This design comes from an exercise in tuning for small area, a short achievable clock period and few clock cycles on the open sky130 flow, not from production work. In this exercise RTL edits were held to simulation tests only and were not proved equivalent to the original. No activity file was given, so power comes from the tool's default toggle rates.

## frame_engine
module frame_engine (
    input  wire        clk,
    input  wire        rst,           
    input  wire        cmd_valid,
    output wire        cmd_ready,
    input  wire [31:0] cmd_data,
    output reg         rsp_valid,
    output wire [31:0] rsp_data,
    output wire        frm_valid,
    input  wire        frm_ready,
    output wire [7:0]  frm_data,
    output wire        frm_first,
    output wire        frm_last
);
Size: ~1200 flip-flops, ~52000 um2 of cells after synthesis.
==> flow/config.mk <==
export PLATFORM = sky130hd
export DESIGN_NAME = frame_engine
export DESIGN_NICKNAME = frame_engine
export VERILOG_FILES = /design/flow/design.v
export SDC_FILE = /design/flow/constraint.sdc
export NUM_CORES = 4
export LEC_CHECK = 0
export CAP_MARGIN = 20
export CELL_PAD_IN_SITES_DETAIL_PLACEMENT = 0
export CELL_PAD_IN_SITES_GLOBAL_PLACEMENT = 0
export CORE_MARGIN = 2
export CORE_UTILIZATION = 60
export CTS_CLUSTER_DIAMETER = 120
export CTS_CLUSTER_SIZE = 24
export SLEW_MARGIN = 20
==> flow/constraint.sdc <==
create_clock -name core_clock -period 11.0 [get_ports {clk}]
set_input_delay 2.2000 -clock core_clock [delete_from_list [all_inputs] [get_ports {clk}]]
set_output_delay 2.2000 -clock core_clock [all_outputs]
set_load 0.01 [all_outputs]
standard.sh (not shown) runs the stock make flow with config.mk's settings and CLKGATE_MAP_FILE= SYNTH_SCRIPT=/design/flow/synth_recipe.tcl, a recipe that flattens the netlist after the stock synthesis.
==> flow/flow/run.sh <==
#!/bin/bash
set -euo pipefail
bash standard.sh SETUP_SLACK_MARGIN=7 finish > standard_flow.log 2>&1
The baseline ran to the end with no violations.
Testbench counts at the start, summed over its fixed seeds: cycles 35,278.
Change:
- CORE_UTILIZATION: 60 -> 42
=> The new run finished clean; routed wire length came out lower slightly; utilization came out lower by 20 points; cell area came out higher slightly; synthesized area does not change; via count came out lower slightly; sequential power hardly moves; global-route usage came out lower by 9.3 points.
Change:
==> flow/flow/run.sh (replaced) <==
#!/bin/bash
set -euo pipefail
bash standard.sh SETUP_SLACK_MARGIN=7.5 finish > standard_flow.log 2>&1
- CELL_PAD_IN_SITES_DETAIL_PLACEMENT: 0 -> 1
- CELL_PAD_IN_SITES_GLOBAL_PLACEMENT: 0 -> 2
- CORE_UTILIZATION: 42 -> 50
Outcome:
- wire length is higher by about a fifth
- final cell count falls by a few percent
- total power went up slightly
- core utilization is higher by 12 points
- die area drops by about a fifth
- cell area increases by a few percent
- via count rose by a few percent
- register-to-register slack improved by 0.03 ns
- worst setup slack is worse by 0.066 ns
- sequential power hardly moves
- clock skew went down by 0.021 ns
Change:
==> flow/flow/run.sh (replaced) <==
#!/bin/bash
set -euo pipefail
bash standard.sh SETUP_SLACK_MARGIN=7.25 finish > standard_flow.log 2>&1
- CELL_PAD_IN_SITES_DETAIL_PLACEMENT: 1 -> 0
- CELL_PAD_IN_SITES_GLOBAL_PLACEMENT: 2 -> 0
Global-route usage fell by 2.9 points; setup slack improved by 0.081 ns; cell area drops by about 2.7%; synthesized area is unchanged; total power falls by about 1%.
Change:
==> flow/flow/run.sh (replaced) <==
#!/bin/bash
set -euo pipefail
bash standard.sh SETUP_SLACK_MARGIN=7 finish > standard_flow.log 2>&1
- CELL_PAD_IN_SITES_DETAIL_PLACEMENT: 0 -> 1
- CELL_PAD_IN_SITES_GLOBAL_PLACEMENT: 0 -> 2
The changed run ran to the end with no violations; clock-buffer cell count falls by 1; design area is lower by 1.7%; worst hold slack improved by 0.0042 ns.

* * *

frame_engine again, from the RTL that the note above started with.
// frame_engine
module frame_engine (
    input  wire        clk,
    input  wire        rst,           
    input  wire        cmd_valid,
    output wire        cmd_ready,
    input  wire [31:0] cmd_data,
    output reg         rsp_valid,
    output wire [31:0] rsp_data,
    output wire        frm_valid,
    input  wire        frm_ready,
    output wire [7:0]  frm_data,
    output wire        frm_first,
    output wire        frm_last
);
export LEC_CHECK = 0
export ABC_CLOCK_PERIOD_IN_PS = 4000
export CAP_MARGIN = 20
export CELL_PAD_IN_SITES_DETAIL_PLACEMENT = 1
export CELL_PAD_IN_SITES_GLOBAL_PLACEMENT = 2
export CORE_MARGIN = 2
export CORE_UTILIZATION = 50
export CTS_CLUSTER_DIAMETER = 120
export CTS_CLUSTER_SIZE = 24
export SLEW_MARGIN = 20
create_clock -name core_clock -period 11.0 [get_ports {clk}]
==> flow/flow/run.sh <==
#!/bin/bash
set -euo pipefail
bash standard.sh SETUP_SLACK_MARGIN=7 finish > standard_flow.log 2>&1
The baseline completed with no timing, DRC or antenna violations.
Testbench counts at the start, summed over its fixed seeds: cycles 35,278.
Rerun with:
ABC_CLOCK_PERIOD_IN_PS = unset   (was 4000)
CTS_CLUSTER_DIAMETER = 100   (was 120)
CTS_CLUSTER_SIZE = 20   (was 24)
Combinational power is about the same.
Count of clock-buffer cells in the layout rises by 22.
Sequential power hardly moves.
Rerun with:
CTS_CLUSTER_DIAMETER = unset   (was 100)
CTS_CLUSTER_SIZE = unset   (was 20)
Result: Non-clock buffer count climbs by 25. Final cell count rose by about 3.3%. Flip-flop and latch count is unchanged.
Rerun with:
==> flow/flow/run.sh (replaced) <==
#!/bin/bash
set -euo pipefail
bash standard.sh SETUP_SLACK_MARGIN=6.5 finish > standard_flow.log 2>&1
CTS_CLUSTER_DIAMETER = 120   (was unset)
CTS_CLUSTER_SIZE = 24   (was unset)
After rerunning: Fmax fell by 4.6%. Cell area fell by 6.8%. Hold slack is about the same. Setup slack got worse by 210 ps. Sequential share of layout area rose by 4.2 points. Utilization fell by 4.0 points. Synthesized cell count is unchanged. Count of clock-buffer cells in the layout fell by 84. Routed wire length fell by 7.9%. Via count fell by 5.9%.

## port drivers added, routing unchanged
The results above use ideal ports. As a check the final layouts listed here were re-extracted and re-timed, cells and wires unchanged.
Step 1 assumes that a clkbuf_16 drives the clock port and a buf_2 every other input.
Step 2 moves the port delays by t, midway between the first and last clock arrival at a register: inputs arrive t later, outputs are due t later. That takes back most of the time a late clock gives input paths.
Three values: no drivers, after step 1, after step 2; two values: the first two.
| run | t (ns) | slack for setup (ns) | latest minus earliest clock arrival (ns) | slew at the worst register clock pin (ns) | worst slew at a driven data input, ns |
|---|---|---|---|---|---|
| the first run of note 1 | 0.726 | 6.849 / 6.793 / 6.146 | 0.029 / 0.029 | 0.11 / 0.11 | 0.09 |
| the second run of note 1 | 0.756 | 6.810 / 6.737 / 6.083 | 0.046 / 0.046 | 0.11 / 0.11 | 0.09 |
| the third run of note 1 | 0.759 | 6.744 / 6.675 / 6.084 | 0.029 / 0.028 | 0.11 / 0.11 | 0.08 |
| the fourth run of note 1 | 0.768 | 6.824 / 6.815 / 6.097 | 0.028 / 0.027 | 0.12 / 0.12 | 0.09 |
| the fifth run of note 1 | 0.773 | 6.800 / 6.721 / 6.136 | 0.029 / 0.030 | 0.11 / 0.11 | 0.08 |
| the first run of note 2 | 0.773 | 6.800 / 6.721 / 6.136 | 0.029 / 0.030 | 0.11 / 0.11 | 0.08 |
| the second run of note 2 | 0.751 | 6.795 / 6.719 / 6.157 | 0.042 / 0.042 | 0.10 / 0.10 | 0.08 |
| the third run of note 2 | 0.806 | 6.762 / 6.688 / 6.052 | 0.025 / 0.025 | 0.07 / 0.07 | 0.06 |
| the fourth run of note 2 | 0.764 | 6.557 / 6.513 / 5.833 | 0.050 / 0.049 | 0.10 / 0.10 | 0.04 |
After both steps setup and hold are still met in every run listed.
